This design comes from an exercise in tuning for small area, a short achievable clock period and few clock cycles per item on the open sky130 flow, not from production work.
Only simulation tests tie the RTL to the original design; equivalence was not proved.
The clock input has no modelled driver; a real chip could not lean on it and would need a root buffer or a full tree.
Power is estimated from default activity; no workload was simulated.

Setup of job 1226:
==> flow/design.v <==
module cnet_req_framer #(
    parameter FRAME_CAP = 128,
    parameter NAME_CAP  = 16,
    parameter DATA_CAP  = FRAME_CAP - NAME_CAP - 11,
    parameter ADDR_MAX  = NAME_CAP - 3
) (
    input  wire                    clk,
    input  wire                    rst,
    input  wire                    req_valid,
    output wire                    req_ready,
    input  wire [1:0]              req_kind,       
    input  wire [7:0]              req_station,
    input  wire [3:0]              req_dev,        
    input  wire [2:0]              req_size,       
    input  wire [7:0]              req_count,
    input  wire [3:0]              req_addr_len,   
    input  wire [8*ADDR_MAX-1:0]   req_addr,       
    input  wire [6:0]              req_data_len,   
    input  wire [8*DATA_CAP-1:0]   req_data,       
    output wire                    tx_valid,
    input  wire                    tx_ready,
    output wire [7:0]              tx_data,
    output wire                    tx_last
);
    reg [1:0]            s_kind;
    reg [7:0]            s_station;
    reg [3:0]            s_dev;
    reg [2:0]            s_size;
    reg [7:0]            s_count;
    reg [3:0]            s_alen;
    reg [6:0]            s_dlen;
    localparam RING = ADDR_MAX + DATA_CAP;
    reg [8*RING-1:0]     r_ring;
    reg                  r_inv;
    reg       ld_en;     
    reg       rot_en;    
    reg       free;      
    reg       start, cnt, fa, fd, eot, act;
    reg [7:0] lo;
    reg [1:0] gh;
    reg [6:0] rem;
    reg       f_last;
    reg [6:0] lag;
    reg       sync;
    reg       p_valid;
    reg [7:0] p_byte;
    reg       p_addr;    
    reg       p_data;    
    reg       drop;      
    reg       killq;     
    reg       o_valid, o_last;
    reg [7:0] o_data;
    reg       k_valid, k_last;    
    reg [7:0] k_data;
    assign req_ready = free;
    assign tx_valid  = o_valid;
    assign tx_data   = o_data;
    assign tx_last   = o_last;
    localparam [8*16-1:0] DEVL = {
        32'h00000000,
        8'h52, 8'h5A, 8'h55, 8'h44, 8'h4E, 8'h4C, 8'h43, 8'h54,
        8'h46, 8'h4B, 8'h4D, 8'h50
    };
    localparam [8*8-1:0] SIZEL = {
        24'h000000,
        8'h4C, 8'h44, 8'h57, 8'h42, 8'h58
    };
    wire [7:0] dev_letter  = DEVL[8*s_dev +: 8];
    wire [7:0] size_letter = SIZEL[8*s_size +: 8];
    wire [4:0] nl = 5'd3 + {1'b0, s_alen};
    wire       b_kind = s_kind[1];
    wire [8*16-1:0] hdr = {
        24'h000000,
        size_letter,
        dev_letter,
        8'h25,
        4'h3, nl[3:0],
        7'h18, nl[4],
        4'h3, s_count[3:0],
        4'h3, s_count[7:4],
        b_kind ? 8'h42 : 8'h53,
        8'h53,
        s_kind[0] ? 8'h57 : 8'h52,
        4'h3, s_station[3:0],
        4'h3, s_station[7:4],
        8'h00
    };
    reg [7:0] tap_dr;
    integer t;
    always @* begin
        tap_dr = r_ring[8*(RING - ADDR_MAX) +: 8];
        for (t = 0; t < ADDR_MAX; t = t + 1)
            if (s_alen == t)
                tap_dr = r_ring[8*((RING - t) % RING) +: 8];
    end
    wire [7:0] tap_a = (b_kind ? r_ring[8*(RING - 11) +: 8] : r_ring[8*(RING - 13) +: 8]) ^ {8{r_inv}};
    wire [7:0] tap_d = tap_dr ^ {8{r_inv}};
    reg [7:0] f_byte;
    integer g, j;
    always @* begin
        f_byte = (eot   ? 8'h04 : 8'h00) | (start ? 8'h05 : 8'h00) |
                 (fa    ? tap_a : 8'h00) | (fd    ? tap_d : 8'h00);
        for (g = 0; g < 2; g = g + 1)
            for (j = 0; j < 8; j = j + 1)
                f_byte = f_byte | ({8{gh[g] & lo[j]}} & hdr[8*(8*g+j) +: 8]);
    end
    wire [7:0] c_byte = p_data ? {p_byte[7:4] + 4'h3, p_byte[3:0]} : p_byte;
    wire       c_eot  = (c_byte == 8'h04);
    wire       c_emit = p_valid && !drop && !((p_addr || p_data) && c_byte == 8'h00);
    wire       early  = p_valid && !drop && (p_addr || p_data) && c_eot;
    wire adv     = !k_valid;              
    wire consume = o_valid && tx_ready;
    wire acc     = req_valid && free;
    wire go      = adv && act && !((fa || fd) && !sync);
    wire has_data = s_kind[0] && (s_dlen != 7'd0);
    wire has_addr = (s_alen != 4'd0);
    wire hdr_skip = b_kind && !cnt && gh[0] && lo[5];
    wire hdr_end  = gh[1] && lo[4];
    wire cnt_end  = cnt && lo[7];
    reg to_addr, to_cnt, to_data, to_eot;
    always @* begin
        to_addr = 1'b0; to_cnt = 1'b0; to_data = 1'b0; to_eot = 1'b0;
        if ((hdr_end && !has_addr) || (fa && f_last) || cnt_end) begin
            if (b_kind && !cnt_end) to_cnt  = 1'b1;
            else if (has_data)      to_data = 1'b1;
            else                    to_eot  = 1'b1;
        end else if (hdr_end) begin
            to_addr = 1'b1;
        end else if (fd && f_last) begin
            to_eot = 1'b1;
        end
    end
    reg       start_n, cnt_n, fa_n, fd_n, eot_n, act_n;
    reg [7:0] lo_n;
    reg [1:0] gh_n;
    reg [6:0] rem_n;
    reg       f_last_n;
    always @* begin
        start_n = start; cnt_n = cnt; fa_n = fa; fd_n = fd; eot_n = eot; act_n = act;
        lo_n = lo; gh_n = gh; rem_n = rem; f_last_n = f_last;
        if (adv && killq) begin
            start_n = 1'b0; cnt_n = 1'b0; fa_n = 1'b0; fd_n = 1'b0;
            eot_n = 1'b0; act_n = 1'b0; lo_n = 8'd0; gh_n = 2'b00;
        end else if (go) begin
            rem_n    = rem - 7'd1;
            f_last_n = (rem == 7'd2);
            if (eot) begin
                eot_n = 1'b0; act_n = 1'b0;
            end else if (start) begin
                start_n = 1'b0; lo_n = 8'd2; gh_n = 2'b01;
            end else if (hdr_skip) begin
                lo_n = 8'd1; gh_n = 2'b10;
            end else if (to_addr | to_cnt | to_data | to_eot) begin
                lo_n  = to_cnt ? 8'h40 : 8'h00;
                gh_n  = {1'b0, to_cnt};
                cnt_n = to_cnt;
                fa_n  = to_addr;
                fd_n  = to_data;
                eot_n = to_eot;
                rem_n    = to_addr ? {3'd0, s_alen} : s_dlen;
                f_last_n = to_addr ? (s_alen == 4'd1) : (s_dlen == 7'd1);
            end else begin
                lo_n = {lo[6:0], lo[7]};
                gh_n = lo[7] ? {gh[0], 1'b0} : gh;
            end
        end
        if (acc) begin
            start_n = 1'b1; eot_n = 1'b0; act_n = 1'b1;
        end
    end
    wire [6:0] lag_n = acc ? 7'd0 : go ? lag : (lag == RING - 1) ? 7'd0 : lag + 7'd1;
    wire       o_ld       = k_valid ? consume : (c_emit && (!o_valid || consume));
    wire [7:0] o_src_data = k_valid ? k_data : c_byte;
    wire       o_src_last = k_valid ? k_last : c_eot;
    reg       o_valid_n, k_valid_n;
    always @* begin
        o_valid_n = o_valid;
        k_valid_n = k_valid;
        if (k_valid) begin
            if (consume) k_valid_n = 1'b0;
        end else if (c_emit) begin
            if (!o_valid || consume) o_valid_n = 1'b1;
            else                     k_valid_n = 1'b1;
        end else if (consume) begin
            o_valid_n = 1'b0;
        end
    end
    always @(posedge clk) begin
        s_kind    <= ({2{ld_en}} & req_kind)     | ({2{rot_en}} & s_kind);
        s_station <= ({8{ld_en}} & req_station)  | ({8{rot_en}} & s_station);
        s_dev     <= ({4{ld_en}} & req_dev)      | ({4{rot_en}} & s_dev);
        s_size    <= ({3{ld_en}} & req_size)     | ({3{rot_en}} & s_size);
        s_count   <= ({8{ld_en}} & req_count)    | ({8{rot_en}} & s_count);
        s_alen    <= ({4{ld_en}} & req_addr_len) | ({4{rot_en}} & s_alen);
        s_dlen    <= ({7{ld_en}} & req_data_len) | ({7{rot_en}} & s_dlen);
        r_ring <= ~(({8*RING{rot_en}} | {req_data, req_addr}) &
                    ({8*RING{ld_en}}  | {r_ring[7:0], r_ring[8*RING-1:8]}));
        r_inv  <= ld_en || !r_inv;
        if (adv) begin
            p_byte <= f_byte;
            p_addr <= fa;
            p_data <= fd;
        end
        if (rst) begin
            o_data <= 8'h00;
            o_last <= 1'b0;
        end else if (o_ld) begin
            o_data <= o_src_data;
            o_last <= o_src_last;
        end
        if (!k_valid && c_emit && o_valid && !consume) begin
            k_data <= c_byte;
            k_last <= c_eot;
        end
        lo     <= lo_n;
        gh     <= gh_n;
        rem    <= rem_n;
        f_last <= f_last_n;
        lag    <= lag_n;
        sync   <= (lag_n == 7'd0);
        if (rst) begin
            start   <= 1'b0;
            cnt     <= 1'b0;
            fa      <= 1'b0;
            fd      <= 1'b0;
            eot     <= 1'b0;
            act     <= 1'b0;
            lo      <= 8'd0;
            gh      <= 2'b00;
            p_valid <= 1'b0;
            drop    <= 1'b0;
            killq   <= 1'b0;
            o_valid <= 1'b0;
            k_valid <= 1'b0;
            ld_en   <= 1'b1;
            rot_en  <= 1'b0;
            free    <= 1'b1;
        end else begin
            start   <= start_n;
            cnt     <= cnt_n;
            fa      <= fa_n;
            fd      <= fd_n;
            eot     <= eot_n;
            act     <= act_n;
            if (adv) begin
                p_valid <= go && !killq;
                drop    <= early;
            end
            if (adv || acc)
                killq <= adv && early && !acc;
            o_valid <= o_valid_n;
            k_valid <= k_valid_n;
            ld_en   <= !act_n || eot_n;
            rot_en  <= act_n && !eot_n;
            free    <= !act_n || (eot_n && !k_valid_n);
        end
    end
endmodule
Settings: LEC_CHECK=0, CAP_MARGIN=20, CORE_MARGIN=2, CORE_UTILIZATION=40, SLEW_MARGIN=20; clock period 10.0 ns.
standard.sh (not shown) runs the stock make flow with config.mk's settings and CLKGATE_MAP_FILE= SYNTH_SCRIPT=/design/flow/synth_recipe.tcl, a recipe that flattens the netlist after the stock synthesis.
==> flow/flow/run.sh <==
#!/bin/bash
# The standard ORFS layout (standard.sh, unchanged synthesis), with:
#  - port buffers: plain buf_1 cells (every input and output port still gets
#    one) instead of the delay buffer that buffer_ports picks by default;
#  - clock tree: built by flow/clocktree.tcl (a PRE_CTS hook) as a balanced
#    two-level tree, clock port -> 4 root buffers -> leaf buffers -> flops,
#    in place of TritonCTS; the rest of the CTS step (legalization, timing
#    and hold repair) runs as usual;
#  - timing repair aims at 7.5 ns of setup slack (the SDC is unchanged).
set -euo pipefail
export BUFFER_PORTS_ARGS="-buffer_cell sky130_fd_sc_hd__buf_1"
export PRE_CTS_TCL="$PWD/flow/clocktree.tcl"
export SETUP_SLACK_MARGIN=7.5
bash standard.sh > standard.log 2>&1
==> flow/flow/clocktree.tcl <==
# PRE_CTS hook: a two-level clock tree built directly, in place of TritonCTS.
# The clock port drives 4 root buffers (one per quadrant of the flip-flops,
# split by count); each root drives the leaf buffers of its quadrant, and each
# leaf buffer drives a compact cluster of at most CT_LEAF_MAX flip-flops, all
# found by recursive bisection of the flip-flop positions. Every flip-flop's
# clock goes through exactly one root and one leaf buffer.
# CT_LEAF_MAX, CT_ROOT_CELL and CT_LEAF_CELL may override the defaults below.
set ct_leaf_max  [expr {[info exists ::env(CT_LEAF_MAX)] ? $::env(CT_LEAF_MAX) : 27}]
set ct_root_cell [expr {[info exists ::env(CT_ROOT_CELL)] ? $::env(CT_ROOT_CELL) : "sky130_fd_sc_hd__clkbuf_16"}]
set ct_leaf_cell [expr {[info exists ::env(CT_LEAF_CELL)] ? $::env(CT_LEAF_CELL) : "sky130_fd_sc_hd__clkbuf_16"}]

set ct_block [ord::get_db_block]
set ct_db    [ord::get_db]
set ct_clk   [$ct_block findNet clk]

# split items into k groups of near-equal size by recursive bisection,
# alternating the axis, with group counts split in proportion
proc ct_split {items axis k} {
  if {$k <= 1} { return [list $items] }
  set s [lsort -integer -index $axis $items]
  set k1 [expr {$k / 2}]
  set h [expr {int(round([llength $s] * double($k1) / $k))}]
  set nx [expr {1 - $axis}]
  return [concat [ct_split [lrange $s 0 [expr {$h - 1}]] $nx $k1] \
                 [ct_split [lrange $s $h end] $nx [expr {$k - $k1}]]]
}
proc ct_centroid {items} {
  set sx 0; set sy 0
  foreach it $items { incr sx [lindex $it 0]; incr sy [lindex $it 1] }
  set n [llength $items]
  return [list [expr {$sx / $n}] [expr {$sy / $n}]]
}
# the input and output pins of a one-input clock buffer or inverter
proc ct_pin {inst dir} {
  foreach it [$inst getITerms] {
    if {[$it isInputSignal] && $dir eq "in"} { return $it }
    if {[$it isOutputSignal] && $dir eq "out"} { return $it }
  }
  error "no $dir pin on [$inst getName]"
}
proc ct_place {inst xy} {
  set m [$inst getMaster]
  set x [expr {[lindex $xy 0] - [$m getWidth] / 2}]
  set y [expr {[lindex $xy 1] - [$m getHeight] / 2}]
  $inst setLocation $x $y
  $inst setPlacementStatus PLACED
}

set ct_sinks {}
foreach it [$ct_clk getITerms] {
  set bb [[$it getInst] getBBox]
  lappend ct_sinks [list [expr {([$bb xMin] + [$bb xMax]) / 2}] [expr {([$bb yMin] + [$bb yMax]) / 2}] $it]
}
set ct_n [llength $ct_sinks]
puts "clocktree: $ct_n sinks on clk"
set ct_quads [ct_split $ct_sinks 0 4]
set ct_mroot [$ct_db findMaster $ct_root_cell]
set ct_mleaf [$ct_db findMaster $ct_leaf_cell]
set qi 0
set li 0
foreach q $ct_quads {
  set leaves [ct_split $q 0 [expr {int(ceil([llength $q] / double($ct_leaf_max)))}]]
  set lxy {}
  foreach l $leaves { lappend lxy [concat [ct_centroid $l] 0] }
  set root [odb::dbInst_create $ct_block $ct_mroot "ctroot_$qi"]
  set rnet [odb::dbNet_create $ct_block "ctroot_net_$qi"]
  $rnet setSigType CLOCK
  [ct_pin $root in] connect $ct_clk
  [ct_pin $root out] connect $rnet
  ct_place $root [ct_centroid $lxy]
  foreach l $leaves {
    set leaf [odb::dbInst_create $ct_block $ct_mleaf "ctleaf_$li"]
    set lnet [odb::dbNet_create $ct_block "ctleaf_net_$li"]
    $lnet setSigType CLOCK
    [ct_pin $leaf in] connect $rnet
    [ct_pin $leaf out] connect $lnet
    ct_place $leaf [ct_centroid $l]
    foreach s $l {
      set it [lindex $s 2]
      $it disconnect
      $it connect $lnet
    }
    incr li
  }
  puts "clocktree: root $qi drives [llength $leaves] leaf buffers"
  incr qi
}
puts "clocktree: $qi roots, $li leaves"
set_propagated_clock [all_clocks]

# the tree is built: clock_tree_synthesis has nothing left to do
rename clock_tree_synthesis ct_unused_clock_tree_synthesis
proc clock_tree_synthesis {args} { puts "clock_tree_synthesis: skipped, the clock tree is built by clocktree.tcl" }
Testbench counts of job 1226, summed over its fixed seeds: cycles 73,697, items 1,600.
Relative to job 1226, the following input files were edited for job 846:
- changing CORE_UTILIZATION from 40 to 45
-- flow/flow/run.sh --
<<< job 1226, line 9
#  - timing repair aims at 7.5 ns of setup slack (the SDC is unchanged).
>>> job 846, line 9
#  - timing repair aims at 7.5 ns of setup slack (the SDC is unchanged);
Findings:
Job 846 ended with every stage complete and zero timing, DRC or antenna violations.
Via count of the first global-routing pass sits higher in job 846 than in job 1226.
Job 846 drops more vias than job 1226.
Going from job 1226 to job 846, wire length grew by a little under 10%.
In terms of total power of the final layout, job 846 and job 1226 differ only marginally.
Met2 usage in global routing, job 1226 and job 846: smaller value in job 1226
Between job 1226 and job 846, the flow reports initial antenna violation count increasing by more than 10%.
On relative contribution of the clock network to total power, job 1226 and job 846 are neck and neck.
Comparing number of search-and-repair iterations in the first detailed-routing pass for job 1226 and job 846, the smaller number came from job 846.
Comparing job 1226 and job 846, the higher core occupancy in the finished layout was measured on job 846.
Relative to job 1226, fraction of final layout cells sized beyond drive strength 1 decreased by 0.48 points in job 846.
Higher final critical-path required period was reported by job 846, not job 1226.
diff inputs: job 846 => job 6553
- CORE_UTILIZATION: 45 -> 40
-- flow/flow/run.sh --
<<< job 846, line 9
#  - timing repair aims at 7.5 ns of setup slack (the SDC is unchanged);
>>> job 6553, line 9
#  - timing repair aims at 7.5 ns of setup slack (the SDC is unchanged).
-- flow/flow/clocktree.tcl --
<<< job 846, line 8
set ct_leaf_max  [expr {[info exists ::env(CT_LEAF_MAX)] ? $::env(CT_LEAF_MAX) : 27}]
>>> job 6553, line 8
set ct_leaf_max  [expr {[info exists ::env(CT_LEAF_MAX)] ? $::env(CT_LEAF_MAX) : 22}]
Results
- Against job 846 as the reference, job 6553 delivers a higher clock network power share.
- Core utilization: job 6553 lower than job 846
- On final critical-path share of the clock period, job 846 tracks job 6553 almost exactly.
No run of this note takes its clock network from TritonCTS; it comes from the design's own scripts or RTL.

-- separate check: timing with driven ports --
How much do the figures lean on ideal ports? The routed layouts below were timed once more, with nothing changed but the port constraints.
Step 1: set_driving_cell puts a clkbuf_16 on clk and a buf_2 on each other input, an assumption about the parent block.
Step 2 moves the port delays by t, midway between the first and last clock arrival at a register: inputs arrive t later, outputs are due t later. That takes back most of the time a late clock gives input paths.
Three values: ideal ports, drivers, drivers and shift; two values: the first two.
run	t (ns)	setup WS [ns]	worst setup path after step 2
job 1226	0.566	7.107 / 6.962 / 6.970	input to register
job 846	0.551	7.089 / 6.951 / 6.896	input to register
job 6553	0.587	7.102 / 6.947 / 6.974	input to register
After both steps every run listed still meets setup and hold. The setup slack of job 846, which loses most, moves by -0.138 ns with the drivers and by -0.193 ns with both steps.
